Background: an optimization exercise with open tools, aiming at small area. Do not read the settings as production practice. Function was checked by simulation only, so behaviour that the tests miss may differ from the original. Power is estimated from default activity; no workload was simulated.

File: flow/reabc.ys
# Map the combinational cells of the standard netlist again for area.
# Flip-flop cells are black boxes, so every register keeps its name and cell.
read_liberty -ignore_miss_func @LIB@
blackbox sky130_fd_sc_hd__dfxtp_1 sky130_fd_sc_hd__edfxtp_1 sky130_fd_sc_hd__dfrtp_1 sky130_fd_sc_hd__dfstp_1 sky130_fd_sc_hd__dfbbp_1 sky130_fd_sc_hd__dfxbp_1 sky130_fd_sc_hd__sdfxtp_1
read_verilog reabc_in.v
hierarchy -top wii_core
flatten
opt -purge
abc -liberty @LIB@ @DU@ -D 10000
opt_clean -purge
hilomap -singleton -hicell sky130_fd_sc_hd__conb_1 HI -locell sky130_fd_sc_hd__conb_1 LO
splitnets
opt_clean -purge
stat -liberty @LIB@
write_verilog -noattr -noexpr -nohex -nodec reabc_out.v
File: constraint.sdc
create_clock -name core_clock -period 10.0 [get_ports {clk}]
set_input_delay 2.0000 -clock core_clock [delete_from_list [all_inputs] [get_ports {clk}]]
set_output_delay 2.0000 -clock core_clock [all_outputs]
set_load 0.01 [all_outputs]
File: flow/run.sh
#!/bin/bash
# Layout flow: the standard synthesis, then the combinational logic of
# its netlist mapped again by ABC for area (registers left exactly as the
# standard synthesis made them), then the standard ORFS layout with the
# ports buffered by the smallest buffer. Each tool writes its own log here.
set -euo pipefail
R=orfs/results/sky130hd/wii_core/base
LIB=$FLOW_HOME/platforms/sky130hd/lib/sky130_fd_sc_hd__tt_025C_1v80.lib

bash standard.sh synth > synth.log 2>&1

# dont_use cells exactly as the standard synthesis passed them to ABC
DU=$(grep -h "^abc -script" orfs/logs/sky130hd/wii_core/base/1_2_yosys.log | head -1 | grep -o -- "-dont_use [^ ]*" | tr '\n' ' ')
cp $R/1_2_yosys.v reabc_in.v
sed -e "s|@LIB@|$LIB|g" -e "s|@DU@|$DU|g" flow/reabc.ys > reabc.ys
yosys -s reabc.ys > reabc.log 2>&1
cp reabc_out.v $R/1_2_yosys.v
rm -f $R/1_synth.odb $R/1_synth.sdc

export BUFFER_PORTS_ARGS="-buffer_cell sky130_fd_sc_hd__buf_1"
export CTS_ARGS="-sink_clustering_enable -repair_clock_nets -sink_clustering_size 18 -sink_clustering_max_diameter 50 -sink_buffer_max_cap_derate 0.4 -buf_list {sky130_fd_sc_hd__clkbuf_8 sky130_fd_sc_hd__clkbuf_16}"
bash standard.sh finish > layout.log 2>&1
File: standard.sh
#!/bin/bash
# synth_recipe.tcl (not shown) runs the flow's synth.tcl, then flattens the netlist and writes it again
# the make line also repeats each setting of config.mk as NAME=value (left out here)
make -C /OpenROAD-flow-scripts/flow DESIGN_CONFIG=/design/flow/config.mk WORK_HOME=/design/flow/orfs CLKGATE_MAP_FILE= SYNTH_SCRIPT=/design/flow/synth_recipe.tcl "${@:-finish}"
File: config.mk
export PLATFORM = sky130hd
export DESIGN_NAME = wii_core
export DESIGN_NICKNAME = wii_core
export VERILOG_FILES = /design/flow/design.v
export SDC_FILE = /design/flow/constraint.sdc
export NUM_CORES = 4
export LEC_CHECK = 0
export ABC_AREA = 1
export CAP_MARGIN = 20
export CORE_MARGIN = 2
export CORE_UTILIZATION = 35
export PLACE_DENSITY = 0.6
export SLEW_MARGIN = 20
File: design.v
module wii_xport #(
    parameter W = 8,
    parameter D = 20
) (
    input  wire           clk,
    input  wire           wr,
    input  wire [W-1:0]   d,
    output wire [W-1:0]   q,
    output reg  [W*D-1:0] r
);
    assign q = r[W*D-1 -: W];
    always @(posedge clk)
        r <= {r[W*(D-1)-1:0], wr ? d : q};
endmodule
module wii_core (
    input  wire        clk,
    input  wire        rst,
    input  wire        cmd_valid,
    output wire        cmd_ready,
    input  wire [63:0] cmd_word,
    output wire        rsp_valid,
    output wire [3:0]  rsp_code,
    output reg  [31:0] rsp_data,
    output wire        ev_req,
    output reg  [3:0]  ev_op,
    output reg  [31:0] ev_arg,
    output wire [7:0]  ev_aux,
    input  wire        ev_done,
    input  wire [1:0]  ev_res,
    input  wire [7:0]  ev_rdata
);
    localparam [3:0] EV_NONE     = 4'd0,
                     EV_START    = 4'd1,
                     EV_STOP     = 4'd3,
                     EV_TX       = 4'd4,
                     EV_RX       = 4'd5,
                     EV_CONFIG   = 4'd6,
                     EV_TM_INIT  = 4'd7,
                     EV_DELAY_US = 4'd8,
                     EV_DELAY_MS = 4'd9;
    localparam [3:0] C_SUCCESS   = 4'h0,
                     C_UNSUPP    = 4'h1,
                     C_NOTINIT   = 4'h2,
                     C_I2C       = 4'h3,
                     C_IDMISM    = 4'h4,
                     C_UNKPARAM  = 4'h5,
                     C_INVALID   = 4'h6,
                     C_DISABLED  = 4'h8,
                     C_RELDIS    = 4'h9,
                     C_ILLEGAL   = 4'hF;
    localparam [2:0] K_UNKNOWN = 3'd0, K_UNSUPP = 3'd1, K_NUNCHUK = 3'd2,
                     K_CLASSIC = 3'd3, K_MPLUS = 3'd4, K_MP_NUN = 3'd5,
                     K_MP_CLA = 3'd6;
    localparam [1:0] S_NOTINIT = 2'd0, S_CONFIG = 2'd1, S_ACTIVE = 2'd2,
                     S_DISABLED = 2'd3;
    localparam [2:0] XO_W1E = 3'd0,    
                     XO_W1P = 3'd1,    
                     XO_W2  = 3'd2,    
                     XO_UNK = 3'd3,    
                     XO_RST = 3'd4,    
                     XO_RRAW= 3'd5,    
                     XO_RID = 3'd6;    
    localparam [1:0] RC_MAINT = 2'd0, RC_CONN = 2'd1, RC_QC = 2'd2;
    localparam [1:0] RQ_TOP = 2'd0, RQ_CONN_ID = 2'd1, RQ_CONN_HOME = 2'd2;
    localparam [6:0]
        M_IDLE     = {3'd0, 4'd0},
        M_RESP     = {3'd1, 4'd0},
        M_CLRI0    = {3'd2, 4'd0},
        M_CLRI1    = {3'd3, 4'd0},
        M_MAINT    = {3'd4, 4'd0},
        M_MCONN_RES= {3'd5, 4'd0},
        M_CFG      = {3'd6, 4'd0},
        M_CFG_RET  = {3'd7, 4'd0},
        M_QC       = {3'd0, 4'd2},
        M_CLRF0    = {3'd1, 4'd2},
        M_CLRF1    = {3'd2, 4'd2},
        M_CMT0     = {3'd3, 4'd2},
        M_CMT1     = {3'd4, 4'd2},
        M_UPD      = {3'd5, 4'd2},
        M_UA       = {3'd6, 4'd2},
        M_UB       = {3'd7, 4'd2},
        M_QC_RET   = {3'd0, 4'd10},
        M_ZERO0    = {3'd1, 4'd10},
        M_ZERO1    = {3'd2, 4'd10},
        M_UC       = {3'd3, 4'd10},
        M_HC0      = {3'd4, 4'd10},
        M_HC1      = {3'd5, 4'd10},
        X_RXW      = {3'd6, 4'd10},
        X_END      = {3'd7, 4'd10},
        X_START    = {3'd0, EV_START},
        X_RSTART   = {3'd1, EV_START},
        X_TSTOP    = {3'd0, EV_STOP},
        X_RSTOP    = {3'd1, EV_STOP},
        X_HDR      = {3'd0, EV_TX},
        X_REG      = {3'd1, EV_TX},
        X_VAL      = {3'd2, EV_TX},
        X_RHDR     = {3'd3, EV_TX},
        X_RX       = {3'd0, EV_RX},
        M_INIT_BT  = {3'd0, EV_CONFIG},
        M_INIT_TM  = {3'd0, EV_TM_INIT},
        X_TDLY     = {3'd0, EV_DELAY_US},
        X_BDLY     = {3'd1, EV_DELAY_US},
        X_RDLY     = {3'd2, EV_DELAY_US},
        M_CFG_DLY  = {3'd3, EV_DELAY_US},
        M_CONN_DLY = {3'd4, EV_DELAY_US},
        M_MRETRY   = {3'd0, EV_DELAY_MS};
    reg [6:0]  ms;
    reg        valid;
    reg [1:0]  status;
    reg [4:0]  fail_cnt;
    reg [2:0]  kind, kind_req;
    reg        encrypted, rel_en;
    reg [3:0]  ep_bus;
    reg [31:0] ep_clock_hz;
    reg [3:0]  r_code;
    reg        is_rd;         
    reg        sethome;
    reg [1:0]  ret_c, ret_q;
    reg        ret_m;         
    reg [3:0]  q_res;
    reg [2:0]  attempt;
    reg [2:0]  xop;
    reg        xfail;
    reg        flag;          
    reg [4:0]  idx;           
    reg [10:0] scr;           
    reg [4:0]  ptr;           
    reg [3:0]  rptr;          
    reg [3:0]  ph;            
    reg        c_cls;
    reg        h_cls;
    integer k;
    wire [7:0]  buf_q, stg_q;
    wire [8:0]  rel_q;
    wire [1:0]  relh_q;
    wire [5:0]  relh_r;
    wire [7:0]  snp_q;
    wire [159:0] buf_r, stg_r;
    wire [80:0] rel_r;
    wire [95:0] snp_r;
    reg         buf_wr, stg_wr, rel_wr, snp_wr;
    reg  [7:0]  buf_d, snp_d;
    reg  [10:0] rel_d;
    wii_xport #(.W(8), .D(20)) u_buf (.clk(clk), .wr(buf_wr), .d(buf_d), .q(buf_q), .r(buf_r));
    wii_xport #(.W(8), .D(20)) u_stg (.clk(clk), .wr(stg_wr), .d(scr[7:0]), .q(stg_q), .r(stg_r));
    wii_xport #(.W(9), .D(9)) u_rel (.clk(clk), .wr(rel_wr), .d(rel_d[8:0]), .q(rel_q), .r(rel_r));
    wii_xport #(.W(2), .D(3)) u_relh (.clk(clk), .wr(rel_wr), .d(rel_d[10:9]), .q(relh_q), .r(relh_r));
    wii_xport #(.W(8), .D(12)) u_snp (.clk(clk), .wr(snp_wr), .d(snp_d), .q(snp_q), .r(snp_r));
    wire [4:0] xlen = (xop == XO_RRAW) ? 5'd20 : 5'd6;
    wire       xwrite = ~xop[2];
    wire       dec_ok = (kind == K_NUNCHUK) || (kind == K_CLASSIC) ||
                        (kind == K_MP_NUN)  || (kind == K_MP_CLA);
    reg        d_sel;         
    reg [3:0]  fsel;
    reg [7:0]  q0, q1, q2, q3, q4, q5;
    reg        cls;
    reg [15:0] fv;
    reg [15:0] b;
    always @(*) begin
        q0 = snp_r[88 +: 8];
        q1 = snp_r[80 +: 8];
        q2 = snp_r[72 +: 8];
        q3 = snp_r[64 +: 8];
        q4 = snp_r[56 +: 8];
        q5 = snp_r[48 +: 8];
        cls = d_sel ? h_cls : c_cls;
        fv  = 16'd0;
        b   = 16'd0;
        if (!cls) begin
            b[5] = q5[0]; b[6] = q5[0]; b[4] = q5[1];
            case (fsel)
                4'd0: fv = b;
                4'd3, 4'd5: fv = {8'd0, q0};
                4'd4, 4'd6: fv = {8'd0, q1};
                4'd7: fv = {6'd0, q2, q5[3:2]};
                4'd8: fv = {6'd0, q3, q5[5:4]};
                4'd9: fv = {6'd0, q4, q5[7:6]};
                default: fv = 16'd0;
            endcase
        end else begin
            b[15] = q4[7];
            b[13] = q4[6];
            b[7]  = q4[5];
            b[10] = q4[4];
            b[11] = q4[3];
            b[9]  = q4[2];
            b[8]  = q4[1];
            b[5]  = q5[7];
            b[1]  = q5[6];
            b[3]  = q5[5];
            b[0]  = q5[4];
            b[2]  = q5[3];
            b[6]  = q5[2];
            b[14] = q5[1];
            b[12] = q5[0];
            case (fsel)
                4'd0: fv = b;
                4'd1: fv = {11'd0, q2[6:5], q3[7:5]};
                4'd2: fv = {11'd0, q3[4:0]};
                4'd3: fv = {10'd0, q0[5:0]};
                4'd4: fv = {10'd0, q1[5:0]};
                4'd5: fv = {11'd0, q0[7:6], q1[7:6], q2[7]};
                4'd6: fv = {11'd0, q2[4:0]};
                default: fv = 16'd0;
            endcase
        end
    end
    wire       k_pt = (kind == K_MP_NUN) || (kind == K_MP_CLA);
    wire [7:0] stg_s18 = stg_r[8*18 +: 8];
    wire [7:0] stg_s4  = stg_r[8*4 +: 8];
    wire [7:0] stg_s3  = stg_r[8*3 +: 8];
    reg  [7:0] snp_ld;
    always @(*) begin
        snp_ld = stg_q;
        case (ptr)
            5'd0, 5'd1: if (k_pt) snp_ld = {stg_q[7:1], 1'b0};
            5'd4: begin
                if (kind == K_MP_NUN)       snp_ld = {stg_q[7:1], stg_s18[7]};
                else if (kind == K_CLASSIC) snp_ld = ~stg_q;
            end
            5'd5: begin
                case (kind)
                    K_NUNCHUK: snp_ld = stg_q ^ 8'h03;
                    K_MP_NUN:  snp_ld = {stg_q[6], 1'b0, stg_q[5], 1'b0, stg_q[4], 1'b0,
                                         stg_q[3], stg_q[2]};
                    K_CLASSIC: snp_ld = ~stg_q;
                    default:   snp_ld = {stg_q[7:2], stg_s3[0], stg_s4[0]};
                endcase
            end
            default: ;
        endcase
    end
    wire [7:0] c_idx = scr[7:0];
    wire c_rel = is_rd && c_idx[7];
    wire c_snp = is_rd && c_idx[6];
    wire c_buf = is_rd && !c_idx[7] && !c_idx[6] && (c_idx[5] || c_idx[4]);
    wire c_sml = is_rd && !c_idx[7] && !c_idx[6] && !c_idx[5] && !c_idx[4];
    wire [3:0] c_f = c_idx[3:0];
    wire [3:0] c_rslot = (c_f == 4'd9) ? 4'd0 : c_f;
    wire       c_rnz = (c_f != 4'd0) && (c_f <= 4'd9);
    wire       rd_align = (!c_buf || ptr == (c_idx[4:0] ^ 5'h10)) &&
                          (!c_rel || !c_rnz || rptr == c_rslot) &&
                          (!c_snp || ph == {1'b0, c_idx[5], c_idx[5], 1'b0});
    always @(*) begin
        rsp_data = 32'd0;
        if (c_sml) begin
            case (c_idx[2:0])
                3'd0: rsp_data = {30'd0, status};
                3'd1: rsp_data = {27'd0, fail_cnt};
                3'd2: rsp_data = {29'd0, kind};
                3'd3: rsp_data = {29'd0, kind_req};
                3'd4: rsp_data = {29'd0, 1'b1, rel_en, encrypted};
                3'd5: rsp_data = {12'd0, ep_bus, 2'b00, 2'd1, 1'b0, 1'b0, 10'h052};
                default: rsp_data = ep_clock_hz;
            endcase
        end
        if (c_buf)
            rsp_data = {24'd0, buf_q};
        if (c_rel && c_rnz)
            rsp_data = (c_f >= 4'd7) ? {{21{relh_q[1]}}, relh_q, rel_q} :
                                       {{23{rel_q[8]}}, rel_q};
        if (c_snp)
            rsp_data = {16'd0, fv};
    end
    wire [7:0] cw_op = cmd_word[7:0];
    wire [7:0] cw_idx = cmd_word[15:8];
    reg        cw_legal;
    always @(*) begin
        case (cw_op)
            8'h01:        cw_legal = (cmd_word[31:16] == 16'd0);
            8'h03, 8'h08: cw_legal = (cmd_word[63:16] == 48'd0);
            8'h02, 8'h04, 8'h05, 8'h06, 8'h07:
                          cw_legal = (cmd_word[63:8] == 56'd0);
            default:      cw_legal = 1'b0;
        endcase
    end
    wire rd_ok = (cw_idx <= 8'h06) ||
                 (cw_idx >= 8'h10 && cw_idx <= 8'h23) ||
                 (cw_idx >= 8'h40 && cw_idx <= 8'h4C) ||
                 (cw_idx >= 8'h60 && cw_idx <= 8'h6C) ||
                 (cw_idx >= 8'h80 && cw_idx <= 8'h8C);
    wire [3:0] ms_op = ms[3:0];
    assign ev_req = (ms_op != 4'd0) && (ms_op != 4'd2) && (ms_op <= 4'd9);
    assign ev_aux = (ms_op == EV_CONFIG) ? {2'd1, 2'b00, ep_bus} : 8'd0;
    always @(*) begin
        ev_op  = ms_op;
        ev_arg = 32'bx;
        case (ms)
            M_INIT_TM:  begin ev_arg = ep_clock_hz; end
            M_INIT_BT:  begin ev_arg = ep_clock_hz; end
            M_MRETRY:   begin ev_arg = 32'd500; end
            M_CFG_DLY:  begin ev_arg = 32'd1000; end
            M_CONN_DLY: begin ev_arg = 32'd20000; end
            X_START, X_RSTART, X_TSTOP, X_RSTOP: ev_arg = 32'd0;
            X_HDR:      begin ev_arg = 32'hA4; end
            X_RHDR:     begin ev_arg = 32'hA5; end
            X_REG: begin
                case (xop)
                    XO_W1E:  ev_arg = 32'h40;
                    XO_W1P:  ev_arg = 32'hF0;
                    XO_W2:   ev_arg = 32'hFB;
                    XO_RRAW: ev_arg = 32'h20;
                    XO_RID:  ev_arg = 32'hFA;
                    default: ev_arg = 32'h00;
                endcase
            end
            X_VAL: begin ev_arg = (xop == XO_W1P) ? 32'h55 : 32'h00; end
            X_RX:       begin ev_arg = 32'd1; end
            X_TDLY:     begin ev_arg = 32'd150; end
            X_BDLY:     begin ev_arg = 32'd250; end
            X_RDLY:     begin ev_arg = 32'd120; end
            default: ;
        endcase
    end
    assign cmd_ready = (ms == M_IDLE);
    assign rsp_valid = (ms == M_RESP) && rd_align;
    assign rsp_code  = r_code;
    wire tx_bad = (ev_res == 2'd2) || (ev_res == 2'd1);
    wire [7:0] deobf = (ev_rdata ^ 8'h17) + 8'h17;
    wire [10:0] diff = {1'b0, fv[9:0]} - scr;
    wire [3:0]  u_slot = (idx[3:0] == 4'd9) ? 4'd0 : idx[3:0];
    always @(*) begin
        buf_wr = 1'b0;
        buf_d  = 8'd0;
        stg_wr = (ms == X_RXW) && (ptr == idx);
        rel_wr = 1'b0;
        rel_d  = scr;
        snp_wr = 1'b0;
        snp_d  = snp_ld;
        d_sel  = c_idx[5];
        fsel   = c_idx[3:0];
        case (ms)
            M_CLRI0, M_CLRI1: begin
                buf_wr = 1'b1;
                rel_wr = 1'b1;
                rel_d  = 11'd0;
                snp_wr = 1'b1;
                snp_d  = 8'h00;
            end
            M_CLRF1: buf_wr = 1'b1;
            M_CMT1: begin
                buf_wr = (ptr < xlen);
                buf_d  = stg_q;
                snp_wr = (xop == XO_RST) && dec_ok && (ptr == {1'b0, ph}) && (ptr < 5'd6);
            end
            M_UA: begin
                d_sel = 1'b1;
                fsel  = idx[3:0];
            end
            M_UB: begin
                d_sel  = 1'b0;
                fsel   = idx[3:0];
            end
            M_UC: rel_wr = (rptr == u_slot);
            M_HC1: begin
                snp_wr = (ph >= 4'd6);
                snp_d  = snp_r[40 +: 8];
            end
            M_ZERO0, M_ZERO1: begin
                rel_wr = 1'b1;
                rel_d  = 11'd0;
            end
            default: ;
        endcase
    end
    always @(posedge clk) begin
        ptr  <= (ptr == 5'd19) ? 5'd0 : ptr + 5'd1;
        rptr <= (rptr == 4'd8) ? 4'd0 : rptr + 4'd1;
        ph   <= (ph == 4'd11) ? 4'd0 : ph + 4'd1;
        if (rst) begin
            ms    <= M_IDLE;
            valid <= 1'b0;
            ptr   <= 5'd0;
            rptr  <= 4'd0;
            ph    <= 4'd0;
        end else begin
            case (ms)
            M_IDLE: if (cmd_valid) begin
                is_rd   <= 1'b0;
                sethome <= (cw_op == 8'h05);
                ret_m   <= 1'b0;
                ms      <= M_RESP;
                if (!cw_legal) begin
                    r_code <= C_ILLEGAL;
                end else begin
                    case (cw_op)
                    8'h01: begin
                        if (cmd_word[14:12] == K_UNSUPP || cmd_word[14:12] == 3'd7) begin
                            r_code <= C_UNSUPP;
                        end else begin
                            fail_cnt    <= 5'd0;
                            status      <= S_NOTINIT;
                            rel_en      <= 1'b0;
                            ep_bus      <= cmd_word[11:8];
                            ep_clock_hz <= cmd_word[63:32];
                            kind_req    <= cmd_word[14:12];
                            kind        <= cmd_word[14:12];
                            encrypted   <= ~cmd_word[15];
                            valid       <= 1'b1;
                            c_cls       <= 1'b0;
                            h_cls       <= 1'b0;
                            ms          <= M_CLRI0;
                        end
                    end
                    8'h02, 8'h03: begin
                        xop     <= (cw_op == 8'h02 || cw_idx == 8'd0) ? XO_RST :
                                   (cw_idx == 8'd1) ? XO_RRAW :
                                   (cw_idx == 8'd2) ? XO_RID : XO_UNK;
                        ret_q   <= RQ_TOP;
                        if (!valid) r_code <= C_NOTINIT;
                        else        ms     <= M_QC;
                    end
                    8'h04: begin
                        if (!valid) r_code <= C_NOTINIT;
                        else        ms     <= M_MAINT;
                    end
                    8'h05: begin
                        xop     <= XO_RST;
                        ret_q   <= RQ_TOP;
                        if (!valid)       r_code <= C_NOTINIT;
                        else if (!rel_en) r_code <= C_RELDIS;
                        else              ms     <= M_QC;
                    end
                    8'h06, 8'h07: begin
                        if (!valid) begin
                            r_code <= C_NOTINIT;
                        end else begin
                            rel_en <= (cw_op == 8'h06);
                            r_code <= C_SUCCESS;
                        end
                    end
                    default: begin  
                        r_code <= rd_ok ? C_SUCCESS : C_ILLEGAL;
                        is_rd <= rd_ok && valid;
                        scr   <= {3'd0, cw_idx};
                    end
                    endcase
                end
            end
            M_RESP: if (rd_align) ms <= M_IDLE;
            M_CLRI0: if (ptr == 5'd19) ms <= M_CLRI1;
            M_CLRI1: if (ptr == 5'd19) ms <= M_INIT_TM;
            M_INIT_TM: if (ev_done) ms <= M_INIT_BT;
            M_INIT_BT: if (ev_done) ms <= M_MAINT;
            M_MAINT: begin
                if (status == S_DISABLED) begin
                    if (!ret_m) r_code <= C_DISABLED;
                    ms <= M_RESP;
                end else if (fail_cnt > 5'd20) begin
                    status <= S_DISABLED;
                    if (!ret_m) r_code <= C_DISABLED;
                    ms <= M_RESP;
                end else if (fail_cnt > 5'd3) begin
                    status <= S_CONFIG;
                    ret_c  <= RC_MAINT;
                    ms     <= M_CFG;
                end else if (status == S_NOTINIT) begin
                    attempt <= 3'd1;
                    ret_c   <= RC_CONN;
                    ms      <= M_CFG;
                end else begin
                    status <= S_ACTIVE;
                    if (!ret_m) r_code <= C_SUCCESS;
                    ms <= M_RESP;
                end
            end
            M_MRETRY: if (ev_done) begin
                ret_c <= RC_CONN;
                ms    <= M_CFG;
            end
            M_MCONN_RES: begin
                if (q_res == C_SUCCESS || q_res == C_IDMISM) begin
                    status <= S_ACTIVE;
                    if (!ret_m) r_code <= q_res;
                    ms <= M_RESP;
                end else if (attempt == 3'd5) begin
                    if (!ret_m) r_code <= C_NOTINIT;
                    ms <= M_RESP;
                end else begin
                    attempt <= attempt + 3'd1;
                    ms      <= M_MRETRY;
                end
            end
            M_CFG: begin
                xop <= encrypted ? XO_W1E : XO_W1P;
                ms  <= X_START;
            end
            M_CFG_DLY: if (ev_done) begin
                xop <= XO_W2;
                ms  <= X_START;
            end
            M_CFG_RET: begin
                case (ret_c)
                    RC_MAINT: begin
                        if (!ret_m) r_code <= xfail ? C_I2C : C_SUCCESS;
                        ms <= M_RESP;
                    end
                    RC_CONN: begin
                        if (xfail) begin
                            q_res <= C_I2C;
                            ms    <= M_MCONN_RES;
                        end else begin
                            xop     <= XO_RID;
                            ret_q   <= RQ_CONN_ID;
                            ms      <= M_QC;
                        end
                    end
                    default: begin
                        xop <= XO_RST;
                        ms  <= X_START;
                    end
                endcase
            end
            M_QC: begin
                if (status == S_DISABLED) begin
                    q_res <= C_DISABLED;
                    ms    <= M_QC_RET;
                end else if (xop == XO_UNK) begin
                    q_res <= C_UNKPARAM;
                    ms    <= M_QC_RET;
                end else if (xop == XO_RST && (kind == K_CLASSIC || kind == K_MP_CLA)) begin
                    ret_c <= RC_QC;
                    ms    <= M_CFG;
                end else begin
                    ms <= X_START;
                end
            end
            M_CLRF0: if (ptr == 5'd19) ms <= M_CLRF1;
            M_CLRF1: if (ptr == 5'd19) begin
                fail_cnt <= fail_cnt + 5'd1;
                q_res    <= C_INVALID;
                ms       <= M_QC_RET;
            end
            M_CMT0: if (ptr == 5'd19) begin
                idx <= 5'd0;
                ms  <= M_CMT1;
            end
            M_CMT1: begin
                if (xop == XO_RST && dec_ok) begin
                    c_cls  <= (kind == K_CLASSIC) || (kind == K_MP_CLA);
                end
                if (xop == XO_RID && ret_q == RQ_CONN_ID) begin
                    case (ptr)
                        5'd0: flag <= (stg_q == 8'h00);
                        5'd1: flag <= flag & (stg_q == 8'h00);
                        5'd2: flag <= flag & (stg_q == 8'hA4);
                        5'd3: flag <= flag & (stg_q == 8'h20);
                        5'd4: begin
                            if (!flag)                 kind <= K_UNSUPP;
                            else if (stg_q == 8'h00)   kind <= K_NUNCHUK;
                            else if (stg_q == 8'h01)   kind <= K_CLASSIC;
                            else if (stg_q == 8'h04)   kind <= K_MPLUS;
                            else if (stg_q == 8'h05)   kind <= K_MP_NUN;
                            else if (stg_q == 8'h07)   kind <= K_MP_CLA;
                            else                       kind <= K_UNSUPP;
                        end
                        5'd5: begin
                            if ((kind == K_NUNCHUK && stg_q != 8'h00) ||
                                (kind == K_CLASSIC && stg_q != 8'h01) ||
                                ((kind == K_MPLUS || kind == K_MP_NUN || kind == K_MP_CLA) &&
                                 stg_q != 8'h05))
                                kind <= K_UNSUPP;
                        end
                        default: ;
                    endcase
                end
                if (ptr == 5'd19) idx <= idx + 5'd1;
                if (ptr == 5'd19 && idx == 5'd2) begin
                    fail_cnt <= 5'd0;
                    if (xop == XO_RST) begin
                        ms <= M_UPD;
                    end else begin
                        q_res <= C_SUCCESS;
                        ms    <= M_QC_RET;
                    end
                end
            end
            M_UPD: begin
                idx <= 5'd1;
                if (!dec_ok) begin
                    q_res <= C_UNSUPP;
                    ms    <= M_QC_RET;
                end else begin
                    q_res <= C_SUCCESS;
                    ms    <= rel_en ? M_UA : M_QC_RET;
                end
            end
            M_UA: if (ph == 4'd6) begin
                scr <= {1'b0, fv[9:0]};
                ms  <= M_UB;
            end
            M_UB: if (ph == 4'd0) begin
                scr <= diff;
                ms  <= M_UC;
            end
            M_UC: if (rptr == u_slot) begin
                idx <= idx + 5'd1;
                ms  <= (idx == 5'd9) ? M_QC_RET : M_UA;
            end
            M_QC_RET: begin
                case (ret_q)
                    RQ_TOP: begin
                        if (q_res == C_I2C || q_res == C_INVALID) begin
                            r_code <= q_res;
                            ret_m  <= 1'b1;
                            ms     <= M_MAINT;
                        end else begin
                            r_code <= q_res;
                            ms     <= M_RESP;
                            if (sethome && q_res == C_SUCCESS) begin
                                h_cls  <= c_cls;
                                ms     <= M_HC0;
                            end
                        end
                    end
                    RQ_CONN_ID: begin
                        if (q_res != C_SUCCESS) begin
                            ms <= M_MCONN_RES;
                        end else if (kind_req != K_UNKNOWN && kind != kind_req) begin
                            q_res <= C_IDMISM;
                            ms    <= M_MCONN_RES;
                        end else begin
                            ms <= M_CONN_DLY;
                        end
                    end
                    default: begin  
                        ms <= M_MCONN_RES;
                        if (q_res == C_SUCCESS) begin
                            h_cls  <= c_cls;
                            ms     <= M_HC0;
                        end
                        q_res <= C_SUCCESS;
                    end
                endcase
            end
            M_HC0: if (ph == 4'd5) ms <= M_HC1;
            M_HC1: if (ph == 4'd11) begin
                if (rel_en)                ms <= M_ZERO0;
                else if (ret_q == RQ_TOP)  ms <= M_RESP;
                else                       ms <= M_MCONN_RES;
            end
            M_ZERO0: if (rptr == 4'd8) ms <= M_ZERO1;
            M_ZERO1: if (rptr == 4'd8) ms <= (ret_q == RQ_TOP) ? M_RESP : M_MCONN_RES;
            M_CONN_DLY: if (ev_done) begin
                xop     <= XO_RST;
                ret_q   <= RQ_CONN_HOME;
                ms      <= M_QC;
            end
            X_START: if (ev_done) begin
                xfail <= (ev_res == 2'd1);
                ms    <= (ev_res == 2'd1) ? X_END : X_HDR;
            end
            X_HDR: if (ev_done) begin
                if (tx_bad) begin
                    xfail <= 1'b1;
                    ms    <= X_TDLY;
                end else begin
                    ms <= X_REG;
                end
            end
            X_REG: if (ev_done) begin
                if (tx_bad) begin
                    xfail <= 1'b1;
                    ms    <= X_TDLY;
                end else begin
                    ms <= xwrite ? X_VAL : X_TDLY;
                end
            end
            X_VAL: if (ev_done) begin
                if (tx_bad) xfail <= 1'b1;
                ms <= X_TDLY;
            end
            X_TDLY: if (ev_done) ms <= X_TSTOP;
            X_TSTOP: if (ev_done) ms <= (xfail || xwrite) ? X_END : X_BDLY;
            X_BDLY: if (ev_done) ms <= X_RSTART;
            X_RSTART: if (ev_done) begin
                if (ev_res == 2'd1) begin
                    xfail <= 1'b1;
                    ms    <= X_END;
                end else begin
                    ms <= X_RHDR;
                end
            end
            X_RHDR: if (ev_done) begin
                idx  <= 5'd0;
                flag <= 1'b1;
                if (tx_bad) begin
                    xfail <= 1'b1;
                    ms    <= X_RDLY;
                end else begin
                    ms <= X_RX;
                end
            end
            X_RX: if (ev_done) begin
                if (ev_res == 2'd1) begin
                    xfail <= 1'b1;
                    ms    <= X_RDLY;
                end else begin
                    scr  <= {3'd0, encrypted ? deobf : ev_rdata};
                    flag <= flag & (ev_rdata == 8'hFF);
                    ms   <= X_RXW;
                end
            end
            X_RXW: if (ptr == idx) begin
                idx <= idx + 5'd1;
                ms  <= (idx + 5'd1 == xlen) ? X_RDLY : X_RX;
            end
            X_RDLY: if (ev_done) ms <= X_RSTOP;
            X_RSTOP: if (ev_done) ms <= X_END;
            X_END: begin
                case (xop)
                    XO_W1E, XO_W2: ms <= M_CFG_RET;
                    XO_W1P: ms <= xfail ? M_CFG_RET : M_CFG_DLY;
                    default: begin
                        if (xfail) begin
                            fail_cnt <= fail_cnt + 5'd1;
                            q_res    <= C_I2C;
                            ms       <= M_QC_RET;
                        end else if (flag) begin
                            ms <= M_CLRF0;
                        end else begin
                            ms <= M_CMT0;
                        end
                    end
                endcase
            end
            default: ms <= M_IDLE;
            endcase
        end
    end
endmodule
==> implementation parameters, run 1 <==
Parameter                              Value

Worst setup path
  Worst Reg2Reg Path Length in Cells ... 15
  Sort of element at the end of the critical path ... output port
  Slowest stage cell, crit path ... sky130_fd_sc_hd__nor3_1
  Cell breakdown of the critical path ... or4b_1 -> nor2_1 -> a21oi_1 -> nor3_1 -> o21ai_0 -> nand3_1 -> and2_0 -> nor2_1 -> a31oi_1 -> buf_1
  Worst path required time ... 8.00 ns
  Flop2flop setup slack ... 4.05 ns
  R2R Path Start ... ms[1]
  Worst setup path category ... flop to output port
  Kind of launch point of the worst setup path ... flop
  Maximum fanout encountered on the critical timing path ... 17
  Worst reg2reg endpoint ... scr[9]
  Most repeated library cell on the critical path ... sky130_fd_sc_hd__nor2_1
  Arrival time reported for the critical path endpoint ... 4.85 ns
  Biggest cell delay along the critical path ... 0.89 ns

Logic synthesis
  Post-synth design cell area ... 19,500 um^2
  Number of warning messages in the yosys log ... 5
  Syn avg cell area ... 11.3 um^2
  Post-synthesis cell count ... 1,723

Route
  Routed Antenna Nets ... 0
  Wire length the detailed router placed on met1 ... 26.8 mm
  WL final ... 63.5 mm
  Initial DRC Count ... 1,316
  Uppermost metal layer occupied by signal nets ... met5
  Number of detailed-route iterations in the first pass ... 6
  Met3 wirelength from detailed routing ... 3.75 mm
  Via count ... 14,703
  Detail-routed net length per standard cell ... 23.1 um
  DRC violation count after routing ... 0
  Met2 Routed Length ... 29.3 mm
  Vias per Instance ... 5.35

CTS
  Clock tree sinks ... 616
  Root buffer cell ... sky130_fd_sc_hd__clkbuf_8
  Number of buffers inserted by post-CTS setup repair ... 0
  Clock transition at path regs ... 0.11 ns
  Post-cts sizing count ... 0
  Clock tree from TritonCTS ... yes
  Clock latency (worst-skew pair) ... 0.72 ns
  Number of buffers inserted by hold repair at cts ... 0
  Deepest clock path buffer count ... 3
  Clock buffer count from CTS ... 56
  H-tree lvl count ... 2

Pwr
  Part of the power in the clock network ... 28.2%
  Switching power ... 1.85 mW
  Leakage power ... 8.20 nW
  Worst supply voltage drop on vdd ... 108 uV
  Combinational share of power ... 20.5%
  Design internal power ... 3.67 mW
  Sequential share of power ... 51.3%
  Power per cell area ... 246 nW/um^2
  Sw Share ... 33.5%

Floorplan
  Site row count ... 86
  IO Pins ... 161
  Floorplan die area ... 57,700 um^2
  Die width ... 240 um
  Die H ... 240 um
  Starting density of the core ... 35.4%
  Placeable core region ... 55,100 um^2

Placed design
  Number of input and output port buffers inserted ... 157
  Detailed-placement wirelength estimate ... 48.2 mm
  Gpl congestion ... 0.997
  Worst slack, placed ... 3.93 ns

Worst hold path
  Hold path endpoint ... u_buf.r[110]
  Hold Crit Class ... flop to flop
  Number of cells on the worst hold path ... 0
  Beginning of the worst hold path ... u_buf.r[102]

STA
  Final clock period utilization by the worst path ... 68.5%
  Final hold vios ... 0
  Final-report setup violation count ... 0
  Clock period minus worst slack ... 6.85 ns
  Final-layout setup total negative slack ... 0 ns
  FMAX ... 146 MHz
  Pins Over Slew Limit ... 0
  Actual transition at the worst max-transition pin ... 1.06 ns
  RSZ-0062 raised after global routing ... false
  Fin Clk Skew ... 0.0442 ns
  Headroom to the max-slew limit ... 29.0%
  Worst setup margin ... 3.15 ns
  Hold slack ... 0.322 ns

Cells and area
  Fraction of final layout cells with drive strength greater than 1 ... 6.05%
  Most common library cell in the layout ignoring fill and taps ... sky130_fd_sc_hd__dfxtp_1
  Layout Utilization ... 40.8%
  Area added between synthesis and finish ... 15.2%
  Most used cells in the layout excluding fill and tap cells ... 524 x sky130_fd_sc_hd__dfxtp_1, 162 x sky130_fd_sc_hd__nor2_1, 157 x sky130_fd_sc_hd__buf_1
  Final net count ... 2,042

Global routing
  Total congestion overflow after global routing ... 0
  Number of global-route vias before repair ... 14,141
  Antenna violations before repair ... 3
  Largest net degree at the start of global routing ... 33
  All-Layer GR Usage ... 21.9%
  Wire length of the first global-routing pass ... 92.6 mm

Outcome
  Run status ... timing/DRC/antenna clean

Run
  Max Cap Viol ... 0
-- power groups by stage --
stage / clock, mW / sequential, mW / combinational [mW]
after floorplan: 0 / 2.80 / 0.659
after CTS: 1.61 / 2.83 / 1.11
final: 1.56 / 2.83 / 1.13
after global routing: 1.70 / 2.85 / 1.21
after global placement: 0 / 2.89 / 1.11
after detailed placement: 0 / 2.89 / 1.10
-- layer usage --
layer / vias to the layer above / GRT usage (%)
li1: 6765 / -
met1: 7157 / 27.7
met2: 619 / 35.5
met3: 160 / 3.70
met4: 2 / 12.1
met5: - / 0
-- critical path, delay by kind of cell, from the launching register on --
kind	cells	cell delay, ns
AO/OA/AOI/OAI	3	0.74
buffers and inverters	1	0.19
flip-flops	1	0.65
AND/OR/NAND/NOR	6	2.57
-- final cells by class --
type / instances / area, um^2
antenna: 1 / 2.50
clock buffer: 57 / 785
clock inverter: 38 / 402
fill: 5429 / 32600
inverter: 26 / 97.6
multi-input combinational: 1083 / 6220
sequential: 616 / 13300
tap: 748 / 936
timing repair buffer: 181 / 782
-- sequential cells by signal, summed over array words and instances (netlist names), 2 cells and up --
register / cells
kind_req: 3
fail_cnt: 5
ph: 4
xop: 3
idx: 5
ret_q: 2
u_relh.r: 6
ptr: 5
ms: 7
q_res: 4
u_rel.r: 81
u_buf.r: 160
ret_c: 2
ep_bus: 4
u_stg.r: 160
rptr: 4
u_snp.r: 96
ep_clock_hz: 32
scr: 11
attempt: 3
kind: 3
status: 2
r_code: 4
-- worst max-delay path by stage --
stage / slack (ns) / start / endpoint / cells after the start
3_5_place_dp: 3.93 / ms[1] / rsp_data[1] / 10
4_1_cts: 3.16 / ms[1] / rsp_data[1] / 10
5_1_grt: 2.84 / ms[1] / rsp_data[1] / 10
6_report: 3.15 / ms[1] / rsp_data[1] / 10
3_3_place_gp: 4.01 / ms[1] / rsp_data[1] / 10
2_1_floorplan: 4.19 / ms[1] / rsp_data[1] / 9
-- stage by stage --
step           instance area [um^2]  instances  power, mW
2_1_floorplan                 19500       1725       3.46
3_3_place_gp                  21300       2652       4.00
3_5_place_dp                  21300       2653       3.99
4_1_cts                       22500       2748       5.55
5_1_grt                       22500       2749       5.75
6_report                      22500       2750       5.52
==> inputs of run 2 (changes only) <==
--- a/flow/run.sh
+++ b/flow/run.sh
@@ -20,3 +20,3 @@
 export BUFFER_PORTS_ARGS="-buffer_cell sky130_fd_sc_hd__buf_1"
-export CTS_ARGS="-sink_clustering_enable -repair_clock_nets -sink_clustering_size 18 -sink_clustering_max_diameter 50 -sink_buffer_max_cap_derate 0.4 -buf_list {sky130_fd_sc_hd__clkbuf_8 sky130_fd_sc_hd__clkbuf_16}"
+export CTS_ARGS="-sink_clustering_enable -repair_clock_nets -sink_clustering_size 20 -sink_clustering_max_diameter 40 -sink_buffer_max_cap_derate 0.4 -buf_list {sky130_fd_sc_hd__clkbuf_8 sky130_fd_sc_hd__clkbuf_16}"
 bash standard.sh finish > layout.log 2>&1
==> run 2 against run 1 <==
Sequential share of layout area down 1.8 points; global-route usage up 0.27 points; register-to-register slack got worse by 0.02 ns; final cell count rose by 1.8%; sequential cell count unchanged; core utilization grew 1.3 points; largest cell class unchanged.
==> implementation parameters, run 2 <==
Parameter                              Value

Route
  WL final ... 63.9 mm (+0.64%)
  Routed Antenna Nets ... 0 (unchanged)
  Via count ... 14,925 (+1.5%)
  Vias per Instance ... 5.33 (-0.27%)
  Number of detailed-route iterations in the first pass ... 6 (unchanged)
  Uppermost metal layer occupied by signal nets ... met5
  Detail-routed net length per standard cell ... 22.8 um (-1.1%)
  Met2 Routed Length ... 29.6 mm (+1.2%)
  DRC violation count after routing ... 0 (unchanged)
  Met3 wirelength from detailed routing ... 4.24 mm (+13%)
  Wire length the detailed router placed on met1 ... 26.5 mm (-0.99%)
  Initial DRC Count ... 1,256 (-4.6%)

Pwr
  Power per cell area ... 261 nW/um^2 (+6.3%)
  Leakage power ... 8.55 nW (+4.3%)
  Worst supply voltage drop on vdd ... 123 uV (+14%)

Outcome
  Run status ... timing/DRC/antenna clean

Logic synthesis
  Post-synth design cell area ... 19,500 um^2 (unchanged)
  Syn avg cell area ... 11.3 um^2 (unchanged)
  Post-synthesis cell count ... 1,723 (unchanged)
  Number of warning messages in the yosys log ... 5 (unchanged)

Worst setup path
  Kind of launch point of the worst setup path ... flop
  Worst reg2reg endpoint ... scr[9]
  Arrival time reported for the critical path endpoint ... 4.83 ns (-0.02 ns)
  Endpoint of the most critical setup path ... rsp_data[1]
  Maximum fanout encountered on the critical timing path ... 17 (unchanged)
  Flop2flop setup slack ... 4.03 ns (-0.02 ns)
  Launch point of the worst path ... ms[1]
  Sort of element at the end of the critical path ... output port
  Worst setup path category ... flop to output port
  Worst path required time ... 8.00 ns (about the same)
  Worst Reg2Reg Path Length in Cells ... 15 (unchanged)
  R2R Path Start ... ms[1]

Run
  Max Cap Viol ... 0 (unchanged)

STA
  Clock period minus worst slack ... 6.83 ns (-0.0217 ns)
  Final hold vios ... 0 (unchanged)
  Pins Over Slew Limit ... 0 (unchanged)
  FMAX ... 146 MHz (+0.32%)
  Final-report setup violation count ... 0 (unchanged)
  Fin Clk Skew ... 0.0592 ns (+0.0150 ns)
  RSZ-0062 raised after global routing ... false
  Final clock period utilization by the worst path ... 68.3% (-0.22 points)
  Actual transition at the worst max-transition pin ... 1.08 ns (+0.0229 ns)
  Headroom to the max-slew limit ... 27.5% (-1.5 points)
  Final-layout setup total negative slack ... 0 ns (unchanged)

Global routing
  All-Layer GR Usage ... 22.1% (+0.27 points)
  Largest net degree at the start of global routing ... 33 (unchanged)
  Number of global-route vias before repair ... 14,330 (+1.3%)
  Total congestion overflow after global routing ... 0 (unchanged)
  Wire length of the first global-routing pass ... 93.5 mm (+0.90%)
  Antenna violations before repair ... 2 (-1)

Cells and area
  Final Instance Area ... 23,200 um^2 (+3.1%)
  Area added between synthesis and finish ... 18.8%
  Fraction of final layout cells with drive strength greater than 1 ... 8.44% (+2.4 points)
  Final net count ... 2,063 (+1.0%)
  Regs by FF count ... u_buf.r x160, u_stg.r x160, u_snp.r x96
  Most common library cell in the layout ignoring fill and taps ... sky130_fd_sc_hd__dfxtp_1
  Most used cells in the layout excluding fill and tap cells ... 524 x sky130_fd_sc_hd__dfxtp_1, 162 x sky130_fd_sc_hd__nor2_1, 157 x sky130_fd_sc_hd__buf_1

CTS
  Post-cts sizing count ... 0 (unchanged)
  Clock buffer count from CTS ... 77 (+38%)
  Clock latency (worst-skew pair) ... 0.70 ns (-0.02 ns)
  Clock tree from TritonCTS ... yes
  Number of buffers inserted by post-CTS setup repair ... 0 (unchanged)
  Clock transition at path regs ... 0.10 ns (about the same)
  Number of buffers inserted by hold repair at cts ... 0 (unchanged)
  H-tree lvl count ... 3 (+1)
  Deepest clock path buffer count ... 3 (unchanged)
  Root buffer cell ... sky130_fd_sc_hd__clkbuf_8
  Clock tree sinks ... 616 (unchanged)

Floorplan
  IO Pins ... 161 (unchanged)
  Die H ... 240 um (unchanged)
  Placeable core region ... 55,100 um^2 (unchanged)
  Starting density of the core ... 35.4% (unchanged)
  Die width ... 240 um (unchanged)
  Floorplan die area ... 57,700 um^2 (unchanged)
  Site row count ... 86 (unchanged)

Worst hold path
  Hold Crit Class ... flop to flop

Placed design
  Gpl congestion ... 0.997 (unchanged)
  Detailed-placement wirelength estimate ... 48.2 mm (unchanged)
  Number of input and output port buffers inserted ... 157 (unchanged)
  Area after detailed placement ... 21,300 um^2 (unchanged)
==> run 2: changes by cell type in the layout (fill, tap and decap cells not counted), moves of 2 or more <==
cell                         before  now
sky130_fd_sc_hd__clkbuf_8        57   80
sky130_fd_sc_hd__clkinv_8         2   12
sky130_fd_sc_hd__clkinv_4         1    6
sky130_fd_sc_hd__clkinv_2         2    6
sky130_fd_sc_hd__clkinvlp_4       4    1
sky130_fd_sc_hd__inv_12           3    6
sky130_fd_sc_hd__inv_6           10   13
sky130_fd_sc_hd__inv_8            6    9
sky130_fd_sc_hd__inv_1            5    3
==> run 2: layout make-up <==
class | instances | area, um^2
sequential | 616 | 13300
clock inverter | 63 | 759
antenna | 1 | 2.50
fill | 5370 | 31900
clock buffer | 81 | 1130
multi-input combinational | 1083 | 6220
timing repair buffer | 181 | 782
tap | 748 | 936
inverter | 26 | 97.6
==> run 2: critical path: stages, from the launching register on <==
cell                      delay, ns
sky130_fd_sc_hd__dfxtp_1       0.64
sky130_fd_sc_hd__or4b_1        0.71
sky130_fd_sc_hd__nor2_1        0.44
sky130_fd_sc_hd__a21oi_1       0.26
sky130_fd_sc_hd__nor3_1        0.92
sky130_fd_sc_hd__o21ai_0       0.17
sky130_fd_sc_hd__nand3_1       0.19
sky130_fd_sc_hd__and2_0        0.24
sky130_fd_sc_hd__nor2_1        0.08
sky130_fd_sc_hd__a31oi_1       0.32
sky130_fd_sc_hd__buf_1         0.19
==> run 2: worst min-delay path by stage <==
stage                     start            to  slack [ns]  depth (start not counted)
finish              u_snp.r[23]   u_snp.r[31]        0.31                          0
global placement    u_rel.r[56]   u_rel.r[65]        0.31                          0
CTS                 u_snp.r[23]   u_snp.r[31]        0.30                          0
detailed placement  u_buf.r[93]  u_buf.r[101]        0.31                          0
floorplan           u_buf.r[92]  u_buf.r[100]        0.31                          0
global route        u_stg.r[11]   u_stg.r[19]        0.31                          0
==> run 2: power by group <==
| part | switching, mW | internal (mW) | leakage (nW) |
|---|---|---|---|
| registers | 0.175 | 2.66 | 5.07 |
| clock network | 1.11 | 0.982 | 0.964 |
| logic | 0.776 | 0.354 | 2.52 |
==> run 2: through the flow <==
step	hold slack (ns)	power, mW	cells	util (%)	setup WS (ns)
after floorplan	0.310	3.46	1725	-	4.19
after global placement	0.309	4.00	2652	38.6	4.01
after detailed placement	0.312	3.99	2653	38.6	3.93
after CTS	0.299	6.09	2797	42.0	3.16
after global routing	0.307	6.31	2798	42.1	2.87
final	0.309	6.05	2799	42.1	3.17
==> run 2: metal layers <==
metal / global-route usage [%] / up-vias
met5: 0 / -
met4: 11.8 / 2
met3: 4.72 / 156
met2: 35.8 / 691
met1: 27.7 / 7223
li1: - / 6853
==> inputs of run 3 (changes only) <==
--- a/flow/run.sh
+++ b/flow/run.sh
@@ -20,3 +20,3 @@
 export BUFFER_PORTS_ARGS="-buffer_cell sky130_fd_sc_hd__buf_1"
-export CTS_ARGS="-sink_clustering_enable -repair_clock_nets -sink_clustering_size 20 -sink_clustering_max_diameter 40 -sink_buffer_max_cap_derate 0.4 -buf_list {sky130_fd_sc_hd__clkbuf_8 sky130_fd_sc_hd__clkbuf_16}"
+export CTS_ARGS="-sink_clustering_enable -repair_clock_nets -sink_clustering_size 16 -sink_clustering_max_diameter 80 -sink_buffer_max_cap_derate 0.4 -buf_list {sky130_fd_sc_hd__clkbuf_8 sky130_fd_sc_hd__clkbuf_16}"
 bash standard.sh finish > layout.log 2>&1
--- a/config.mk
+++ b/config.mk
@@ -11,3 +11,3 @@
 export CORE_UTILIZATION = 35
-export PLACE_DENSITY = 0.6
+export PLACE_DENSITY = 0.85
 export SLEW_MARGIN = 20
==> run 3 against run 2 <==
Clock skew down 0.014 ns; first-iteration DRC count up 34%; clock power down 39%; sequential cell count is the same; register-to-register slack got worse by 0.25 ns; total power decreased by 14%; clock-buffer cell count down 33; fmax fell by 1.3%; combinational power about the same; synthesized cell count did not move; core utilization shrank 1.9 points; worst setup slack got worse by 0.089 ns; critical path type unchanged; critical endpoint unchanged; largest power group unchanged.
==> implementation parameters, run 3 <==
Parameter                              Value

Worst hold path
  Hold Crit Class ... flop to flop

Worst setup path
  Worst setup path category ... flop to output port
  Kind of launch point of the worst setup path ... flop
  Sort of element at the end of the critical path ... output port
  Maximum fanout encountered on the critical timing path ... 17 (unchanged)
  Worst path required time ... 8.00 ns (about the same)
  Arrival time reported for the critical path endpoint ... 4.92 ns (+0.09 ns)
  Cell breakdown of the critical path ... or4b_1 -> nor3_1 -> a21oi_1 -> nor4_2 -> a222oi_1 -> nand3_1 -> and2_0 -> nor2_1 -> a31oi_1 -> buf_1
  Biggest cell delay along the critical path ... 0.99 ns (+0.07 ns)
  Slowest stage cell, crit path ... sky130_fd_sc_hd__nor4_2

Pwr
  Combinational share of power ... 21.5% (+2.8 points)
  Leakage power ... 8.04 nW (-6.0%)
  Part of the power in the clock network ... 24.4% (-10 points)
  Sequential share of power ... 54.1% (+7.3 points)
  Worst supply voltage drop on vdd ... 102 uV (-17%)
  Post-layout power ... 5.21 mW (-14%)
  Power per cell area ... 235 nW/um^2 (-9.8%)
  Switching power ... 1.71 mW (-17%)
  Sw Share ... 32.9% (-1.1 points)
  Design internal power ... 3.49 mW (-13%)

CTS
  Post-cts sizing count ... 0 (unchanged)
  Number of buffers inserted by hold repair at cts ... 0 (unchanged)
  H-tree lvl count ... 2 (-1)
  Clock latency (worst-skew pair) ... 0.68 ns (-0.02 ns)
  Root buffer cell ... sky130_fd_sc_hd__clkbuf_8
  Clock tree from TritonCTS ... yes
  Clock transition at path regs ... 0.11 ns (about the same)
  Deepest clock path buffer count ... 3 (unchanged)
  Number of buffers inserted by post-CTS setup repair ... 0 (unchanged)
  Clock buffer count from CTS ... 47 (-39%)
  Clock tree sinks ... 616 (unchanged)

Cells and area
  Fraction of final layout cells with drive strength greater than 1 ... 4.51% (-3.9 points)
  Final Instance Area ... 22,100 um^2 (-4.6%)
  Final net count ... 2,032 (-1.5%)
  Regs by FF count ... u_buf.r x160, u_stg.r x160, u_snp.r x96
  Number of cells in the finished layout apart from fillers ... 2,722 (-2.8%)
  Most common library cell in the layout ignoring fill and taps ... sky130_fd_sc_hd__dfxtp_1
  Fill cell instance count of the final layout ... 5,401 (+0.58%)
  Most used cells in the layout excluding fill and tap cells ... 524 x sky130_fd_sc_hd__dfxtp_1, 162 x sky130_fd_sc_hd__nor2_1, 157 x sky130_fd_sc_hd__buf_1
  Area added between synthesis and finish ... 13.3%

STA
  Pins Over Slew Limit ... 0 (unchanged)
  Final-report setup violation count ... 0 (unchanged)
  Final hold vios ... 0 (unchanged)
  Actual transition at the worst max-transition pin ... 1.17 ns (+0.0814 ns)
  Clock period minus worst slack ... 6.92 ns (+0.0889 ns)
  FMAX ... 145 MHz (-1.3%)
  Final-layout setup total negative slack ... 0 ns (unchanged)
  Hold slack ... 0.287 ns (-0.0221 ns)
  Final clock period utilization by the worst path ... 69.2% (+0.89 points)
  Fin Clk Skew ... 0.0450 ns (-0.0142 ns)
  Headroom to the max-slew limit ... 21.7% (-5.8 points)
  RSZ-0062 raised after global routing ... false

Route
  Via count ... 14,761 (-1.1%)
  Number of detailed-route iterations in the first pass ... 6 (unchanged)
  DRC violation count after routing ... 0 (unchanged)
  Uppermost metal layer occupied by signal nets ... met5
  Initial DRC Count ... 1,684 (+34%)
  Wire length the detailed router placed on met1 ... 23.9 mm (-10%)
  Vias per Instance ... 5.42 (+1.7%)
  Met2 Routed Length ... 26.6 mm (-10%)
  Routed Antenna Nets ... 0 (unchanged)
  WL final ... 60.1 mm (-5.9%)
  Met3 wirelength from detailed routing ... 5.14 mm (+21%)
  Detail-routed net length per standard cell ... 22.1 um (-3.2%)

Logic synthesis
  Post-synth design cell area ... 19,500 um^2 (unchanged)
  Syn avg cell area ... 11.3 um^2 (unchanged)
  Number of warning messages in the yosys log ... 5 (unchanged)
  Post-synthesis cell count ... 1,723 (unchanged)

Floorplan
  Floorplan die area ... 57,700 um^2 (unchanged)
  Starting density of the core ... 35.4% (unchanged)
  IO Pins ... 161 (unchanged)
  Die H ... 240 um (unchanged)
  Site row count ... 86 (unchanged)
  Die width ... 240 um (unchanged)
  Placeable core region ... 55,100 um^2 (unchanged)

Outcome
  Run status ... timing/DRC/antenna clean

Placed design
  Gpl congestion ... 1.03 (+3.2%)
  Placed cells ... 2,652 (-0.038%)
  Number of input and output port buffers inserted ... 157 (unchanged)
  Area after detailed placement ... 21,200 um^2 (-0.13%)
  Detailed-placement wirelength estimate ... 45.8 mm (-5.0%)

Run
  Max Cap Viol ... 0 (unchanged)

Global routing
  Number of global-route vias before repair ... 13,904 (-3.0%)
  Antenna violations before repair ... 6 (+4)
  Wire length of the first global-routing pass ... 88.4 mm (-5.4%)
  Total congestion overflow after global routing ... 0 (unchanged)
  Largest net degree at the start of global routing ... 41 (+24%)
  All-Layer GR Usage ... 20.7% (-1.5 points)
==> run 3: cell type report <==
| cell class | instances | area, um^2 | area share [%] |
|---|---|---|---|
| repair buffers | 180 | 782 | 3.54 |
| flip-flops and latches | 616 | 13300 | 59.9 |
| clock inverters | 19 | 165 | 0.747 |
| well taps | 748 | 936 | 4.23 |
| multi-input cells | 1083 | 6210 | 28.1 |
| clock buffers | 48 | 661 | 2.99 |
| diodes | 2 | 5.00 | 0.0226 |
| inverters | 26 | 97.6 | 0.441 |
==> run 3: power groups by stage <==
stage	clock, mW	sequential [mW]	combinational, mW
after floorplan	0	2.80	0.659
after global placement	0	2.87	1.09
after detailed placement	0	2.87	1.08
after CTS	1.32	2.81	1.09
after global routing	1.40	2.83	1.20
final	1.27	2.81	1.12
==> run 3: per-stage QoR <==
| step | setup slack (ns) | util [%] |
|---|---|---|
| finish | 3.08 | 40.1 |
| detailed placement | 3.88 | 38.6 |
| CTS | 3.14 | 40.1 |
| global placement | 3.94 | 38.6 |
| floorplan | 4.19 | - |
| global route | 2.84 | 40.1 |
==> run 3: worst paths after layout <==
kind / from / end / slack, ns / depth (start not counted)
worst max-delay path: ms[1] / rsp_data[1] / 3.08 / 10
worst max register to register: ms[1] / scr[10] / 3.78 / 14
worst min-delay path: u_stg.r[140] / u_stg.r[148] / 0.29 / 0
worst min register to register: u_stg.r[140] / u_stg.r[148] / 0.29 / 0
==> run 3: critical path: cells and delay by family (launching register included) <==
kind            cells  cell delay [ns]
compound gates      3             0.67
flops               1             0.66
simple gates        6             2.60
buf+inv             1             0.29
==> run 3: routing by layer <==
metal	vias up	GRT usage (%)
li1	6720	-
met1	7023	25.3
met2	792	31.9
met3	216	5.40
met4	10	14.0
met5	-	0
==> inputs of run 4 (changes only) <==
--- a/flow/run.sh
+++ b/flow/run.sh
@@ -20,3 +20,3 @@
 export BUFFER_PORTS_ARGS="-buffer_cell sky130_fd_sc_hd__buf_1"
-export CTS_ARGS="-sink_clustering_enable -repair_clock_nets -sink_clustering_size 16 -sink_clustering_max_diameter 80 -sink_buffer_max_cap_derate 0.4 -buf_list {sky130_fd_sc_hd__clkbuf_8 sky130_fd_sc_hd__clkbuf_16}"
+export CTS_ARGS="-sink_clustering_enable -repair_clock_nets -sink_clustering_size 14 -sink_clustering_max_diameter 100 -sink_buffer_max_cap_derate 0.4 -buf_list {sky130_fd_sc_hd__clkbuf_8 sky130_fd_sc_hd__clkbuf_16}"
 bash standard.sh finish > layout.log 2>&1
--- a/config.mk
+++ b/config.mk
@@ -11,3 +11,3 @@
 export CORE_UTILIZATION = 35
-export PLACE_DENSITY = 0.85
+export PLACE_DENSITY = 0.6
 export SLEW_MARGIN = 20
==> run 4 against run 3 <==
Sequential cell count is the same; final cell count about the same; sequential power is essentially flat; register-to-register slack better by 0.34 ns; non-clock buffer count is 1 higher.
==> implementation parameters, run 4 <==
Parameter                              Value

Worst setup path
  Crit-path leading delay family ... simple AND/OR/NAND/NOR gates
  Arrival time reported for the critical path endpoint ... 4.84 ns (-0.08 ns)
  Biggest cell delay along the critical path ... 0.92 ns (-0.07 ns)
  Cell breakdown of the critical path ... or4b_1 -> nor2_1 -> a21oi_1 -> nor3_1 -> o21ai_0 -> nand3_1 -> and2_0 -> nor2_1 -> a31oi_1 -> buf_1
  Kind of launch point of the worst setup path ... flop
  Worst setup path category ... flop to output port
  Worst path required time ... 8.00 ns (about the same)
  Most repeated library cell on the critical path ... sky130_fd_sc_hd__nor2_1
  Slowest stage cell, crit path ... sky130_fd_sc_hd__nor3_1
  Maximum fanout encountered on the critical timing path ... 17 (unchanged)
  Critical path buffer and inverter count ... 1 (unchanged)
  Sort of element at the end of the critical path ... output port

Cells and area
  Most common library cell in the layout ignoring fill and taps ... sky130_fd_sc_hd__dfxtp_1
  Most used cells in the layout excluding fill and tap cells ... 524 x sky130_fd_sc_hd__dfxtp_1, 162 x sky130_fd_sc_hd__nor2_1, 157 x sky130_fd_sc_hd__buf_1
  Fill cell instance count of the final layout ... 5,453 (+0.96%)
  Regs by FF count ... u_buf.r x160, u_stg.r x160, u_snp.r x96
  Area added between synthesis and finish ... 13.5%
  Final net count ... 2,037 (+0.25%)
  Fraction of final layout cells with drive strength greater than 1 ... 4.61% (+0.094 points)
  Final Instance Area ... 22,100 um^2 (+0.15%)

Floorplan
  Floorplan die area ... 57,700 um^2 (unchanged)
  Site row count ... 86 (unchanged)
  Die width ... 240 um (unchanged)
  IO Pins ... 161 (unchanged)
  Die H ... 240 um (unchanged)
  Starting density of the core ... 35.4% (unchanged)
  Placeable core region ... 55,100 um^2 (unchanged)

Global routing
  Largest net degree at the start of global routing ... 33 (-20%)
  Number of global-route vias before repair ... 13,996 (+0.66%)
  Total congestion overflow after global routing ... 0 (unchanged)
  All-Layer GR Usage ... 21.8% (+1.2 points)
  Wire length of the first global-routing pass ... 92.5 mm (+4.6%)
  Antenna violations before repair ... 3 (-3)

Route
  DRC violation count after routing ... 0 (unchanged)
  Via count ... 14,628 (-0.90%)
  Number of detailed-route iterations in the first pass ... 7 (+1)
  WL final ... 63.2 mm (+5.2%)
  Initial DRC Count ... 1,351 (-20%)
  Vias per Instance ... 5.37 (-0.97%)
  Routed Antenna Nets ... 0 (unchanged)
  Detail-routed net length per standard cell ... 23.2 um (+5.1%)

Worst hold path
  Hold Crit Class ... flop to flop

Pwr
  Part of the power in the clock network ... 24.5% (about the same)
  Combinational share of power ... 21.4% (about the same)
  Design internal power ... 3.52 mW (+0.89%)
  Worst supply voltage drop on vdd ... 119 uV (+16%)
  Sw Share ... 32.8% (-0.10 points)
  Power per cell area ... 237 nW/um^2 (+0.58%)
  Switching power ... 1.72 mW (+0.42%)
  Leakage power ... 8.07 nW (+0.32%)
  Sequential share of power ... 54.0% (about the same)

STA
  Actual transition at the worst max-transition pin ... 1.09 ns (-0.0797 ns)
  Hold slack ... 0.273 ns (-0.0137 ns)
  Final hold vios ... 0 (unchanged)
  RSZ-0062 raised after global routing ... false
  Pins Over Slew Limit ... 0 (unchanged)
  Final-layout setup total negative slack ... 0 ns (unchanged)
  Fin Clk Skew ... 0.0744 ns (+0.0293 ns)
  Clock period minus worst slack ... 6.84 ns (-0.0789 ns)
  Headroom to the max-slew limit ... 27.1% (+5.4 points)
  FMAX ... 146 MHz (+1.2%)
  Final clock period utilization by the worst path ... 68.4% (-0.79 points)
  Final-report setup violation count ... 0 (unchanged)

Logic synthesis
  Post-synthesis cell count ... 1,723 (unchanged)
  Post-synth design cell area ... 19,500 um^2 (unchanged)
  Number of warning messages in the yosys log ... 5 (unchanged)
  Syn avg cell area ... 11.3 um^2 (unchanged)

Outcome
  Run status ... timing/DRC/antenna clean

CTS
  Clock tree sinks ... 616 (unchanged)
  Number of buffers inserted by hold repair at cts ... 0 (unchanged)
  H-tree lvl count ... 2 (unchanged)
  Root buffer cell ... sky130_fd_sc_hd__clkbuf_8
  Number of buffers inserted by post-CTS setup repair ... 0 (unchanged)
  Clock buffer count from CTS ... 51 (+8.5%)
  Clock latency (worst-skew pair) ... 0.68 ns (about the same)
  Deepest clock path buffer count ... 3 (unchanged)
  Post-cts sizing count ... 0 (unchanged)
  Clock transition at path regs ... 0.10 ns (about the same)
  Clock tree from TritonCTS ... yes

Run
  Max Cap Viol ... 0 (unchanged)

Placed design
  Area after detailed placement ... 21,300 um^2 (+0.13%)
  Number of input and output port buffers inserted ... 157 (unchanged)
  Detailed-placement wirelength estimate ... 48.2 mm (+5.2%)
  Gpl congestion ... 0.997 (-3.1%)
[run 4: path summary, 6_finish.rpt]
kind,end,cells past startpoint,slack [ns],start
max,rsp_data[1],10,3.16,ms[1]
min,u_stg.r[154],0,0.27,u_stg.r[146]
max reg2reg,scr[9],15,4.12,ms[1]
min reg2reg,u_stg.r[154],0,0.27,u_stg.r[146]
[run 4: final cells by class]
class | instances | area, um^2 | area share, %
Multi-Input combinational cell | 1083 | 6220 | 28.1
Antenna cell | 1 | 2.50 | 0.0113
Tap cell | 748 | 936 | 4.23
Timing Repair Buffer | 181 | 782 | 3.53
Clock inverter | 15 | 88.8 | 0.401
Inverter | 26 | 97.6 | 0.441
Clock buffer | 54 | 766 | 3.46
Sequential cell | 616 | 13300 | 59.9
[run 4: layer usage]
| layer | track usage [%] | wire [um] | vias up |
|---|---|---|---|
| met5 | 0 | 12 | - |
| met4 | 11.8 | 3710 | 2 |
| met3 | 3.73 | 3930 | 152 |
| met2 | 35.3 | 29100 | 634 |
| met1 | 27.9 | 26500 | 7101 |
| li1 | - | - | 6739 |
[run 4: stage by stage]
stage / instances / worst slack [ns] / utilization, % / total power [mW]
4_1_cts: 2722 / 3.20 / 40.2 / 5.28
6_report: 2724 / 3.16 / 40.2 / 5.24
3_5_place_dp: 2653 / 3.93 / 38.6 / 3.99
5_1_grt: 2723 / 2.91 / 40.2 / 5.48
2_1_floorplan: 1725 / 4.19 / - / 3.46
3_3_place_gp: 2652 / 4.01 / 38.6 / 4.00
[run 4: power by group through the flow]
| stage | registers [mW] | clock network (mW) | logic, mW |
|---|---|---|---|
| final | 2.83 | 1.29 | 1.12 |
| after global routing | 2.85 | 1.43 | 1.21 |
| after CTS | 2.83 | 1.34 | 1.11 |
| after detailed placement | 2.89 | 0 | 1.10 |
| after global placement | 2.89 | 0 | 1.11 |
| after floorplan | 2.80 | 0 | 0.659 |

[afterwards: timing with drivers on the ports]
How much do the figures lean on ideal ports? The routed layouts below were timed once more, with nothing changed but the port constraints.
Step 1 sets driving cells, clkbuf_16 on the clock port and buf_2 on the other inputs (assumed; they add their load-dependent delay and slew).
Step 2 also shifts input and output timing later by t, the mid clock arrival at the registers, as if the neighbouring blocks saw the same clock.
Slacks: ideal ports / drivers / drivers and shift; pairs: ideal ports / drivers.
run	shift t [ns]	slack for setup (ns)	worst hold slack (ns)	worst setup path after step 2	worst register clock-pin slew, ns
run 1	0.746	3.150 / 3.100 / 3.845	0.322 / 0.322 / 0.322	register to output	0.11 / 0.11
run 2	0.726	3.172 / 3.116 / 3.842	0.309 / 0.309 / 0.309	register to output	0.11 / 0.11
run 3	0.706	3.083 / 3.032 / 3.737	0.287 / 0.287 / 0.287	register to output	0.11 / 0.11
run 4	0.698	3.162 / 3.110 / 3.808	0.273 / 0.273 / 0.273	register to output	0.11 / 0.11
After both steps every run listed still meets setup and hold.
